Context: an optimization exercise on an open-source flow, tuned for small area, a short achievable clock period and few clock cycles per item. The choices shown serve that exercise and are no tape-out recipe. For this run, only the layout was checked, not whether the RTL still works. Power is estimated from default activity; no workload was simulated.

==> design/flow/design.v <==
module gs_addr_calc (
    input  wire        f0,       
    input  wire        f1,       
    input  wire        f2,       
    input  wire [6:0]  x,
    input  wire [6:0]  y,
    input  wire        c,
    output wire [13:0] addr
);
    wire [13:0] a32 = {3'b000, x[5], y[4], x[4], y[3], x[3], y[2], y[1], x[2], x[1], y[0], x[0]};
    wire [13:0] a8  = {1'b0, x[6], y[5], x[5], y[4], x[4], y[3], y[2], c, x[1], y[0], x[0], x[3], y[1]};
    wire [13:0] a4  = {y[6], x[6], y[5], x[5], y[4], y[3], y[2], c, x[1], y[0], x[0], x[4], x[3], y[1]};
    assign addr = ({14{f0}} & a32) | ({14{f1}} & a8) | ({14{f2}} & a4);
endmodule
module gs_swizzle_agu (
    input  wire        clk,
    input  wire        rst,
    input  wire        cmd_valid,
    output wire        cmd_ready,
    input  wire [1:0]  cmd_fmt,
    input  wire [13:0] cmd_dbp,
    input  wire [5:0]  cmd_dbw,
    input  wire [10:0] cmd_x0,
    input  wire [10:0] cmd_y0,
    input  wire [11:0] cmd_w,
    input  wire [11:0] cmd_h,
    output reg         out_valid,
    input  wire        out_ready,
    output wire [28:0] out_addr,
    output wire        out_last
);
    reg        rdy;         
    reg        setup;       
    reg        f0, f1, f2;  
    reg [7:0]  pws;         
    reg [11:0] w;
    reg [6:0]  x0l;         
    reg [6:0]  xl;          
    reg [6:0]  yl;          
    reg [11:0] cnt;         
    reg        re;          
    reg [11:0] rcnt;        
    reg        lr;          
    reg [28:0] ad;          
    reg [17:0] rs;          
    reg        xc;          
    reg [11:0] bo;          
    reg        sl;          
    assign cmd_ready = rdy;
    assign out_last  = re & lr;
    assign out_addr  = ad;
    wire advance = out_valid & out_ready;
    wire row_end = advance & re;
    wire first   = setup & sl;                
    wire rstart  = first | (re & ~setup);     
    wire ynext   = re & ~setup;               
    wire xc_x0  = f0 ? (&x0l[5:0]) : (&x0l);
    wire xc_inc = ~xl[0] & (&xl[5:1]) & (f0 | xl[6]);
    wire yc_cur = (&yl[4:0]) & (f0 | (yl[5] & (f1 | yl[6])));
    wire yc_inc = ~yl[0] & (&yl[4:1]) & (f0 | (yl[5] & (f1 | yl[6])));
    wire [17:0] ag = rs & {6'd0, bo};
    wire [17:0] ap = rs ^ {6'd0, bo};
    wire [17:0] g1 = ag | (ap & {ag[16:0], 1'b0});
    wire [17:0] p1 = ap & {ap[16:0], 1'b0};
    wire [17:0] g2 = g1 | (p1 & {g1[15:0], 2'b0});
    wire [17:0] p2 = p1 & {p1[15:0], 2'b0};
    wire [17:0] g3 = g2 | (p2 & {g2[13:0], 4'b0});
    wire [17:0] p3 = p2 & {p2[13:0], 4'b0};
    wire [17:0] g4 = g3 | (p3 & {g3[9:0], 8'b0});
    wire [17:0] p4 = p3 & {p3[9:0], 8'b0};
    wire [17:0] g5 = g4 | (p4 & {g4[1:0], 16'b0});
    wire [17:0] rs_sum = ap ^ {g5[16:0], 1'b0};
    wire [17:0] pmask  = {15'd0, ~f0 & f2, ~f0, ~f0};
    wire [17:0] pg_inc = ((ad[28:11] | pmask) + {17'd0, xc}) & ~pmask;
    wire [17:0] pg_nx  = rstart ? rs_sum : pg_inc;
    wire [6:0] xl_inc = xl + 7'd1;
    wire [6:0] yl_inc = yl + 7'd1;
    wire [6:0] xn     = rstart ? x0l : xl_inc;
    wire [6:0] yn     = ynext ? yl_inc : yl;
    wire [13:0] lo_nx;
    gs_addr_calc u_calc (
        .f0   (f0),
        .f1   (f1),
        .f2   (f2),
        .x    (xn),
        .y    (yn),
        .c    (xn[2] ^ yn[1] ^ yn[2]),
        .addr (lo_nx)
    );
    wire [5:0] cmd_pw = (cmd_fmt == 2'd0) ? cmd_dbw : {1'b0, cmd_dbw[5:1]};
    wire       ne     = (cmd_w != 12'd0) && (cmd_h != 12'd0);
    wire       sy_nx = (xl[2:0] == 3'd1) ? ad[11] :
                       (xl[2:0] == 3'd2) ? ad[12] :
                       (xl[2:0] == 3'd3) ? ad[13] :
                       (xl[2:0] == 3'd4) ? ad[14] :
                       (xl[2:0] == 3'd5) ? ad[15] : ad[16];
    always @(posedge clk) begin
        if (rst) begin
            rdy       <= 1'b1;
            setup     <= 1'b0;
            out_valid <= 1'b0;
        end else if (rdy) begin
            if (cmd_valid) begin
                rdy   <= !ne;
                setup <= ne;
            end
        end else if (setup) begin
            if (sl) begin
                setup     <= 1'b0;
                out_valid <= 1'b1;
            end
        end else if (row_end && lr) begin
            out_valid <= 1'b0;
            rdy       <= 1'b1;
        end
    end
    always @(posedge clk) begin
        if (rdy) begin
            f0  <= (cmd_fmt == 2'd0);
            f1  <= (cmd_fmt == 2'd1);
            f2  <= cmd_fmt[1];
            pws <= (cmd_fmt == 2'd0) ? {2'd0, cmd_dbw} :
                   (cmd_fmt == 2'd1) ? {1'b0, cmd_dbw[5:1], 2'd0} : {cmd_dbw[5:1], 3'd0};
            w   <= cmd_w;
            x0l <= cmd_x0[6:0];
        end
    end
    always @(posedge clk) begin
        if (rdy | setup)
            sl <= ~rdy & (xl[2:0] == 3'd6);
        if (rdy | setup | row_end)
            bo <= rdy ? ((cmd_fmt == 2'd0) ? {7'd0, cmd_x0[10:6]} :
                         (cmd_fmt == 2'd1) ? {6'd0, cmd_x0[10:7], 2'd0} : {5'd0, cmd_x0[10:7], 3'd0}) :
                  (setup & ~sl) ? (sy_nx ? cnt : 12'd0) :
                  ((setup ? yc_cur : yc_inc) ? {4'd0, pws} : 12'd0);
    end
    always @(posedge clk)
        if (rdy | setup | row_end)
            rs <= rdy ? ((cmd_fmt == 2'd0) ? {4'd0, cmd_dbp} :
                         (cmd_fmt == 2'd1) ? {2'd0, cmd_dbp, 2'd0} : {1'b0, cmd_dbp, 3'd0}) : rs_sum;
    always @(posedge clk)
        if (rdy | first | advance) begin
            ad[10:0]  <= lo_nx[10:0];
            ad[13:11] <= rdy ? cmd_y0[7:5] : pg_nx[2:0] | lo_nx[13:11];
            ad[16:14] <= rdy ? cmd_y0[10:8] : pg_nx[5:3];
            ad[28:17] <= pg_nx[17:6];
        end
    always @(posedge clk)
        if (rdy | setup | advance) begin
            xl <= rdy ? ((cmd_fmt == 2'd0) ? 7'd121 : (cmd_fmt == 2'd1) ? 7'd122 : 7'd123) : xn;
            xc <= rstart ? xc_x0 : xc_inc;
        end
    always @(posedge clk)
        if (rdy | row_end) yl <= rdy ? cmd_y0[6:0] : yl_inc;
    always @(posedge clk)
        if (rdy | setup | advance) begin
            cnt <= rdy ? {4'd0, (cmd_fmt == 2'd0) ? {2'd0, cmd_dbw} :
                                (cmd_fmt == 2'd1) ? {1'b0, cmd_dbw[5:1], 2'd0} : {cmd_dbw[5:1], 3'd0}} :
                   rstart ? w :
                   setup ? {cnt[10:0], 1'b0} : cnt - 12'd1;
            re  <= rstart ? (w == 12'd1) : (cnt == 12'd2);
        end
    always @(posedge clk)
        if (rdy | row_end) begin
            rcnt <= rdy ? cmd_h : rcnt - 12'd1;
            lr   <= rdy ? (cmd_h == 12'd1) : (rcnt == 12'd2);
        end
endmodule
==> design/flow/flow/run.sh <==
#!/bin/bash
export BUFFER_PORTS_ARGS="-buffer_cell sky130_fd_sc_hd__buf_1"
bash standard.sh > standard.log 2>&1
==> design/flow/standard.sh <==
#!/bin/bash
# synth_recipe.tcl (not shown) runs the flow's synth.tcl, then flattens the netlist and writes it again
# the make line also repeats each setting of config.mk as NAME=value (left out here)
make -C /OpenROAD-flow-scripts/flow DESIGN_CONFIG=/design/flow/config.mk WORK_HOME=/design/flow/orfs CLKGATE_MAP_FILE= SYNTH_SCRIPT=/design/flow/synth_recipe.tcl "${@:-finish}"
==> design/flow/config.mk <==
export PLATFORM = sky130hd
export DESIGN_NAME = gs_swizzle_agu
export DESIGN_NICKNAME = gs_swizzle_agu
export VERILOG_FILES = /design/flow/design.v
export SDC_FILE = /design/flow/constraint.sdc
export NUM_CORES = 4
export LEC_CHECK = 0
export CAP_MARGIN = 20
export CORE_MARGIN = 2
export CORE_UTILIZATION = 40
export SETUP_SLACK_MARGIN = 3.6
export SLEW_MARGIN = 20
==> design/flow/constraint.sdc <==
create_clock -name core_clock -period 6.0 [get_ports {clk}]
set_input_delay 1.2000 -clock core_clock [delete_from_list [all_inputs] [get_ports {clk}]]
set_output_delay 1.2000 -clock core_clock [all_outputs]
set_load 0.01 [all_outputs]
==> notes.md <==
cell families after synthesis:
logic type                 Yosys count  share of synthesized area, %
and+or+nand+nor                    294                         17.47
AOI/OAI and AO/OA                  214                         17.31
adders and majority gates           26                         4.014
buffers and inverters               79                         4.391
muxes                               33                         4.150
xor gates and xnor gates            41                         4.497
DFF                                134                         48.17
sequential cells by signal, summed over array words and instances (netlist names), 7 cells and up:
register,count
ad,29
bo,12
cnt,12
pws,8
rcnt,12
rs,18
w,12
x0l,7
xl,7
yl,7
power breakdown:
| group | total [uW] | internal [uW] | switching [uW] |
|---|---|---|---|
| Combinational | 895 | 385 | 510 |
| Clock | 955 | 561 | 394 |
| Sequential | 1370 | 1220 | 149 |
worst max-delay path, cell delays in order, from the launching register on:
cell and delay (ps):
edfxtp_1 430, ha_4 340, a21oi_4 70, a211o_1 330, a2111o_2 530, a21oi_2 160
mux2_2 330
placed cells by master, fill, tap and decap left out, types with 6 or more instances in the layout:
master,Yosys,routed
ha_1,25,13
and2_1,12,12
nor2_1,57,56
buf_4,2,29
o211ai_1,12,12
a31oi_1,8,7
nor3_1,22,21
o21a_1,7,7
edfxtp_1,131,131
xnor2_1,23,23
a221oi_1,6,6
nand2_1,96,94
ha_4,0,9
mux2i_1,27,27
inv_1,24,23
clkbuf_16,0,17
nand4_1,9,9
a21o_1,7,7
nand3_1,27,25
buf_1,6,102
or3_1,8,8
xor2_1,17,16
nor4_1,13,13
o21ai_0,65,63
and3_1,9,9
a21oi_1,40,34
layout make-up:
type	count	area share, %
Timing Repair Buffer	142	7.519
Tap cell	270	3.383
Clock inverter	11	0.8521
Multi-Input combinational cell	609	42.86
Clock buffer	21	4.411
Inverter	25	0.9398
Sequential cell	134	40.04
worst max-delay path by stage:
stage / from / to / slack [ps]
after global placement: cmd_fmt[1] / bo[5]$_DFFE_PP_ / 3060
after floorplan: rs[0]$_DFFE_PP_ / rs[16]$_DFFE_PP_ / 3610
after CTS: bo[2]$_DFFE_PP_ / rs[17]$_SDFFCE_PP0P_ / 3500
after detailed placement: cmd_fmt[1] / rs[15]$_DFFE_PP_ / 3040
after global routing: xl[1]$_DFFE_PP_ / bo[8]$_SDFFCE_PP0P_ / 3520
final: rs[2]$_DFFE_PP_ / rs[17]$_SDFFCE_PP0P_ / 3560
per-stage QoR:
stage / instances / hold slack (ps)
5_1_grt: 1212 / 554.5
4_1_cts: 1195 / 503.7
3_3_place_gp: 1147 / 481.4
3_5_place_dp: 1147 / 483.4
6_report: 1212 / 524.9
2_1_floorplan: 821 / 496.0
repair_timing:
action | CTS | global route
gates resized for setup | 24 | 44
setup endpoints to repair | 35 | 31
cloned | 0 | 2
hold buffers | 0 | 0
setup buffers | 16 | 15
pin swaps | 7 | 16
layer usage:
layer | part of all wire [%] | routed length, um
met3 | 5.9 | 1318
met5 | 0 | 0
met4 | 1.7 | 378
met2 | 47 | 10680
met1 | 45 | 10120
==> results.cfg <==
[timing]
timing.slew.headroom_pct = 45.12
rsz0062_at_grt = yes
clock_skew_ps = 5.835
setup-tns-final_ps = 0
hold_viol = 0
drv_slew = 0
setup_ws_ps = 3560
tightestPinTransition_ps = 815.7
max_freq_mhz = 409.8
final.period_utilization_pct = 40.67
fin_crit_ps = 2440
finalSetupViolCount = 0

[hold_path]
hp-start = setup$_SDFFE_PP0P_
holdPathStages = 2
hold_class = reg -> reg
min_to = setup$_SDFFE_PP0P_

[floorplanning]
die_area_um2 = 21900
pin_count = 104
start_util_pct = 40.85
core_um2 = 20300
fp.dieH_um = 148.0
rows = 52
die_w_um = 148.0

[cts]
clk_pin_slew_worst_paths_ps = 60
numCtsBuffers = 17
cts_tree = yes
cts-root-buf = clkbuf_16
clock_latency_ps = 430
cts_num_sinks = 134
ctsLongestPathBuffers = 2
cts_htree_levels = 4

[detailed_routing]
drtAntennaViolNets = 0
first_iter_violations = 503
first_pass_iters = 5
drt-total-wl_mm = 22.50
viasPerCell = 5.690
vias = 6896
detail_route.wl_per_cell_um = 18.57
drcViolationCount = 0

[outcome]
status = complete, no violations

[worst_setup_path]
worst-r2r-cell-count = 6
regToRegEndpoint = rs[17]$_SDFFCE_PP0P_
end_kind = register
crit_type = reg -> reg
worstReg2RegStart = rs[2]$_DFFE_PP_
crit_fanout = 5
r2r_slack_ps = 3560
cp_data_arrival_time_ps = 2620
required_ps = 6180
cp-start-kind = register

[yosys]
syn-num-nets = 919
synth-main-ff-cell = edfxtp_1
synth_cell_types = 79
ys_warn_count = 1
yosys-top-cells-area = edfxtp_1, nand2_1, o21ai_0
postSynth.asyncResetShare_pct = 0
ys_seq_area_share_pct = 48.17
yosysMostFrequentCell = edfxtp_1
syn-instance-count = 821
netlist_top_cells_count = edfxtp_1, nand2_1, o21ai_0
synth_top_area_cell = edfxtp_1
synth_edf_count = 131
yosys.area.top_type_share_pct = 47.44
syn-cell-area_um2 = 8292
ys_seq_elements = 134
avgSynthCellArea_um2 = 10.10

[power_and_ir_drop]
p_leak_uw = 0.003564
power_density_nw_per_um2 = 322.9
vdd_drop_max_mv = 0.2293
total_power_uw = 3224

[global_route]
overflow = 0
grtUsageMet2_pct = 33.17
antenna_found_initial = 0
use_met1_pct = 27.08
grt_pass1_vias = 6472
track_usage_pct = 20.11
grt.busiest_layer = met2
grt_max_degree = 68
grt_use_met3_pct = 3.735
grt_pass1_wl_mm = 34.47

[finish]
seq_area_um2 = 3998
final_cell_area_um2 = 9985
num_antenna_cells = 0
multi_input_area_um2 = 4279
fillers = 1907
layout-drive-gt1-share_pct = 14.01
nets = 1027
synthToLayoutAreaGrowth_pct = 20.42
finish.utilization_pct = 49.19

[placed_design]
numPortBuffers = 103
gp_congestion = 0.8507
place_area_um2 = 8820
post-place-ws_ps = 3041
place.detailed.hpwl_mm = 14.87

[job]
cap_viol_max_count = 0

==> port drivers added, routing unchanged <==
The flow's constraints put no driver on any port. The routed layout listed below was extracted and timed again, unchanged, in two steps.
Step 1 (the two cells are an assumption about what drives the block):
set clk [get_ports {clk}]
set_driving_cell -lib_cell sky130_fd_sc_hd__clkbuf_16 $clk
set_driving_cell -lib_cell sky130_fd_sc_hd__buf_2 [delete_from_list [all_inputs] $clk]
Step 2 times the ports against the registers' clock, not the clock port: input delays grow and output delays shrink by t, the midpoint of the rising clock arrivals with the driver on.
Slacks: ideal ports / drivers / drivers and shift; pairs: ideal ports / drivers.
t (ns): 0.468
slack for setup (ns): 3.560 / 3.560 / 3.265
worst setup path after step 2: input to register
After both steps setup and hold are still met in this run. The setup slack of this run moves by 0.000 ns with the drivers and by -0.295 ns with both steps.
